This design comes from an exercise in tuning for small area, a short achievable clock period and few clock cycles on the open sky130 flow, not from production work.
Only simulation tests tie the RTL to the original design; equivalence was not proved.

==> 01-21 <==
// lm92_lcd
module lm92_lcd (
    input  wire        clk,
    input  wire        rst,           
    input  wire        cmd_valid,
    input  wire [31:0] cmd_word,
    output reg         busy,
    output reg         disp_init,
    output reg         rs,
    output wire [3:0]  err,
    output wire [3:0]  viol,
    output reg         ev_valid,
    input  wire        ev_ready,
    output reg         ev_kind,       
    output reg         ev_rs,
    output reg  [3:0]  ev_nib,
    output wire [13:0] ev_us,
    output reg         mem_req,
    output wire [15:0] mem_addr,
    input  wire        mem_ack,
    input  wire [7:0]  mem_rdata
);
    localparam K = 2;                  
    localparam [3:0] NSTEP = 12;       
    localparam [3:0] W15000 = 4'b1100, W5000 = 4'b1000, W150 = 4'b0010,
                     W50 = 4'b0001, W3000 = 4'b0101;
    function [5:0] wdec(input [3:0] c);    
        wdec = {c[3] & c[2], c[3] | c[2], c[3] ^ c[2], ~c[0] | c[2], ~c[3] | c[2],
                c[1] | (c[0] & ~c[2])};
    endfunction
    reg [5:0] usx;
    assign ev_us = {usx[5], ev_nib[3], ev_nib[2], 1'b0, usx[4], usx[3], usx[2], 1'b0,
                    ev_nib[0], usx[1], usx[4], ev_nib[1], usx[0], 1'b0};
    function gt_const(input [23:0] x, input [23:0] c, input integer n);
        integer i;
        reg gt, eq;
        begin
            gt = 1'b0; eq = 1'b1;
            for (i = n - 1; i >= 0; i = i - 1) begin
                if (!c[i]) gt = gt | (eq & x[i]);
                eq = eq & (x[i] == c[i]);
            end
            gt_const = gt;
        end
    endfunction
    reg       e_rng, e_fmt;            
    reg [2:0] vl;                      
    assign err  = {1'b0, e_fmt, e_rng, e_rng};
    assign viol = {1'b0, vl};
    wire [7:0] opc = cmd_word[31:24];
    wire z23_16 = (cmd_word[23:16] == 8'd0);
    wire z15_8  = (cmd_word[15:8] == 8'd0);
    wire z7_0   = (cmd_word[7:0] == 8'd0);
    wire o_init = (opc == 8'h20), o_cmd = (opc == 8'h21), o_char = (opc == 8'h22),
         o_clr  = (opc == 8'h23), o_home = (opc == 8'h24), o_goto = (opc == 8'h25),
         o_text = (opc == 8'h30), o_hex = (opc == 8'h31), o_int = (opc == 8'h32);
    wire legal = ((o_init | o_clr | o_home) & z23_16 & z15_8 & z7_0) |
                 ((o_cmd | o_char) & z23_16 & z15_8) |
                 ((o_goto | o_text) & z23_16) | o_hex | o_int;
  ...
==> flow/config.mk <==
export PLATFORM = sky130hd
export DESIGN_NAME = lm92_lcd
export DESIGN_NICKNAME = lm92_lcd
export VERILOG_FILES = /design/flow/design.v
export SDC_FILE = /design/flow/constraint.sdc
export NUM_CORES = 4
export LEC_CHECK = 0
export ABC_AREA = 1
export CAP_MARGIN = 20
export CORE_MARGIN = 2
export CORE_UTILIZATION = 65
export SLEW_MARGIN = 20
==> flow/constraint.sdc <==
create_clock -name core_clock -period 10.0 [get_ports {clk}]
set_input_delay 2.0000 -clock core_clock [delete_from_list [all_inputs] [get_ports {clk}]]
set_output_delay 2.0000 -clock core_clock [all_outputs]
set_load 0.01 [all_outputs]
standard.sh (not shown) runs the stock make flow with config.mk's settings and CLKGATE_MAP_FILE= SYNTH_SCRIPT=/design/flow/synth_recipe.tcl, a recipe that flattens the netlist after the stock synthesis.
==> flow/flow/run.sh <==
#!/bin/bash
# Standard ORFS layout (the standard.sh) with a tighter setup repair
# target and small port buffers; all logs stay in this folder.
set -euo pipefail
bash standard.sh \
  SETUP_SLACK_MARGIN=6.8 \
  "BUFFER_PORTS_ARGS=-buffer_cell sky130_fd_sc_hd__buf_1" \
  finish > flow_make.log 2>&1
==> inputs of 09-27, as changes to 01-21 <==
--- a/flow/design.v
+++ b/flow/design.v
@@ -16,23 +16,20 @@
     output wire [13:0] ev_us,
     output reg         mem_req,
     output wire [15:0] mem_addr,
     input  wire        mem_ack,
     input  wire [7:0]  mem_rdata
 );
-    localparam K = 2;                  
-    localparam [3:0] NSTEP = 12;       
+    localparam K = 3;                  
+    localparam [3:0] NSTEP = 24 / K;   
     localparam [3:0] W15000 = 4'b1100, W5000 = 4'b1000, W150 = 4'b0010,
                      W50 = 4'b0001, W3000 = 4'b0101;
-    function [5:0] wdec(input [3:0] c);    
-        wdec = {c[3] & c[2], c[3] | c[2], c[3] ^ c[2], ~c[0] | c[2], ~c[3] | c[2],
-                c[1] | (c[0] & ~c[2])};
-    endfunction
-    reg [5:0] usx;
-    assign ev_us = {usx[5], ev_nib[3], ev_nib[2], 1'b0, usx[4], usx[3], usx[2], 1'b0,
-                    ev_nib[0], usx[1], usx[4], ev_nib[1], usx[0], 1'b0};
+    wire c12 = ev_nib[3], c11 = ev_nib[2], c2 = ev_nib[1], c5 = ev_nib[0];
+    assign ev_us = {c12 & c11, c12, c11, 1'b0, c12 | c11, c12 ^ c11,
+                    ~c5 | c11, 1'b0, c5, ~c12 | c11, c12 | c11, c2,
+                    c2 | (c5 & ~c11), 1'b0};
     function gt_const(input [23:0] x, input [23:0] c, input integer n);
         integer i;
         reg gt, eq;
         begin
             gt = 1'b0; eq = 1'b1;
             for (i = n - 1; i >= 0; i = i - 1) begin
@@ -40,12 +37,13 @@
                 eq = eq & (x[i] == c[i]);
             end
             gt_const = gt;
         end
     endfunction
     reg       e_rng, e_fmt;            
+    reg       p_rng, p_fmt;            
     reg [2:0] vl;                      
     assign err  = {1'b0, e_fmt, e_rng, e_rng};
     assign viol = {1'b0, vl};
     wire [7:0] opc = cmd_word[31:24];
     wire z23_16 = (cmd_word[23:16] == 8'd0);
     wire z15_8  = (cmd_word[15:8] == 8'd0);
@@ -122,14 +120,14 @@
         begin
             c = en & (d[3] | (d[2] & (d[1] | d[0])));
             add3 = {d[3] | c, c ? d[3] & d[0] : d[2],
                     c ? (d[1] & d[0]) | (d[3] & ~d[0]) : d[1], d[0] ^ c};
         end
     endfunction
-    wire [3:0]  ce   = {cnt[3], cnt[2] | a12f, cnt[1] | a12f, cnt[0] | a12f};    
-    wire [27:0] s_in = a12f ? {S[13:0], S[27:14]} : S;
+    wire [3:0]  ce   = {cnt[3], cnt[2] | a12f, cnt[1], cnt[0] | a12f};    
+    wire [27:0] s_in = a12f ? {S[12:0], S[27:13]} : S;
     reg [27:0] s_step, t;
     integer l, j;
     always @(*) begin
         s_step = s_in;
         for (l = 0; l < K; l = l + 1) begin
             t = s_step;
@@ -226,14 +224,14 @@
             if (fire) rs <= ev_rs;
             if (!busy) begin
                 busy     <= acc;
                 ev_valid <= acc & ~d_text & ~d_hex & ~(d_goto & g_bad) & ~(d_int & f_bad);
                 mem_req  <= acc & d_text;
             end else begin
-                e_rng <= m_fin & m_byte;
-                e_fmt <= m_fin & m_num;
+                e_rng <= p_rng;
+                e_fmt <= p_fmt;
                 if (m_fin) busy <= 1'b0;
                 else begin
                 if (m_init && adv && init_last) begin
                     ev_valid  <= 1'b0;
                     busy      <= 1'b0;
                     disp_init <= 1'b1;
@@ -267,36 +265,36 @@
                      conv   ? {cnt[4], ce1} :
                      {cnt[4:3], nlo ? ptr_m1 : ptr};
     always @(posedge clk) begin
         if (s_en) S <= s_n;
         if (c_en) cnt <= c_n;
         if (!busy) begin
+            p_rng    <= d_goto & g_bad;
+            p_fmt    <= d_int & f_bad;
             ev_rs    <= d_char | d_text | d_hex | d_int;
             ph       <= d_text;
             clr      <= d_clr;
             hx       <= d_hex;
             a12f     <= a12;
             ninc     <= negv;
             nd       <= d_int & negv;
             nlo      <= d_int & ~negv;
             conv     <= d_int;
             rdy      <= 1'b0;
             nend     <= 1'b0;
             ev_kind  <= d_init;
-            usx      <= wdec(W15000);
             ev_nib   <= d_init ? W15000 : d_int ? (negv ? 4'h2 : 4'h3) : b_hi;
             m_init   <= d_init;
             m_byte   <= ~q4 & ~d_init;
             m_text   <= d_text;
             m_num    <= d_hex | d_int;
             m_fin    <= (d_goto & g_bad) | (d_int & f_bad);
         end else begin
             if (adv) begin
                 ev_nib  <= nib_n;
                 ev_kind <= kind_n;
-                usx     <= m_init ? wdec(t_nib) : wdec(W3000);
             end
             if (m_byte && adv) begin
                 ph <= 1'b1;
                 if (ph) clr <= 1'b0;
             end
             if (m_text && adv) ph <= ~(ph & take);
==> flow/flow/run.sh (replaced) <==
#!/bin/bash
# Standard ORFS layout (the standard.sh) with a tighter setup repair
# target and small port buffers; all logs stay in this folder.
set -euo pipefail
bash standard.sh \
  SETUP_SLACK_MARGIN=6.8 \
  "BUFFER_PORTS_ARGS=-buffer_cell sky130_fd_sc_hd__buf_2" \
  finish > flow_make.log 2>&1
==> results.sh <==
export IMPL_nNonClkBuffers=105
export IMPL_setup_ws_ns=6.85
export IMPL_core_area_mm2=0.0102
export IMPL_multi_input_gates=735
export IMPL_synthTopCellsByArea="edfxtp_1, nand2_1, inv_1"
export IMPL_status="finished clean"
The numbers above come from 01-21.

==> results.sh <==
export IMPL_timing_final_crit_share_pct=32.1
export IMPL_synthTopCellsByArea="edfxtp_1, nand2_1, inv_1"
export IMPL_switching_share_pct=31.2
export IMPL_setup_ws_ns=6.79
export IMPL_status="finished clean"
export IMPL_multi_input_gates=898
export IMPL_nNonClkBuffers=102
export IMPL_synth_flop_cell="edfxtp_1"
export IMPL_core_area_mm2=0.0113
The numbers above come from 09-27.

Testbench counts of 01-21, summed over its fixed seeds: cycles 9,602.
Testbench counts of 09-27, summed over its fixed seeds: cycles 9,002.

==> afterwards: timing with drivers on the ports <==
No port has a modelled driver above. Below, the same layouts with a new extraction and two added sets of constraints.
Step 1 (the two cells are an assumption about what drives the block):
set clk [get_ports {clk}]
set_driving_cell -lib_cell sky130_fd_sc_hd__clkbuf_16 $clk
set_driving_cell -lib_cell sky130_fd_sc_hd__buf_2 [delete_from_list [all_inputs] $clk]
Step 2 moves the port delays by t, midway between the first and last clock arrival at a register: inputs arrive t later, outputs are due t later. That takes back most of the time a late clock gives input paths.
a / b / c = no drivers / after step 1 / after step 2; a / b = the first two.
run	shift t [ns]	slack for setup (ns)	worst setup path after step 2	slew at the worst register clock pin (ns)	worst slew at a driven data input, ns
01-21	0.390	6.850 / 6.840 / 6.474	input to register	0.09 / 0.09	0.04
09-27	0.365	6.793 / 6.758 / 6.448	input to register	0.06 / 0.06	0.03
After both steps setup and hold are still met in every run listed. The setup slack of 01-21, which loses most, moves by -0.010 ns with the drivers and by -0.376 ns with both steps.
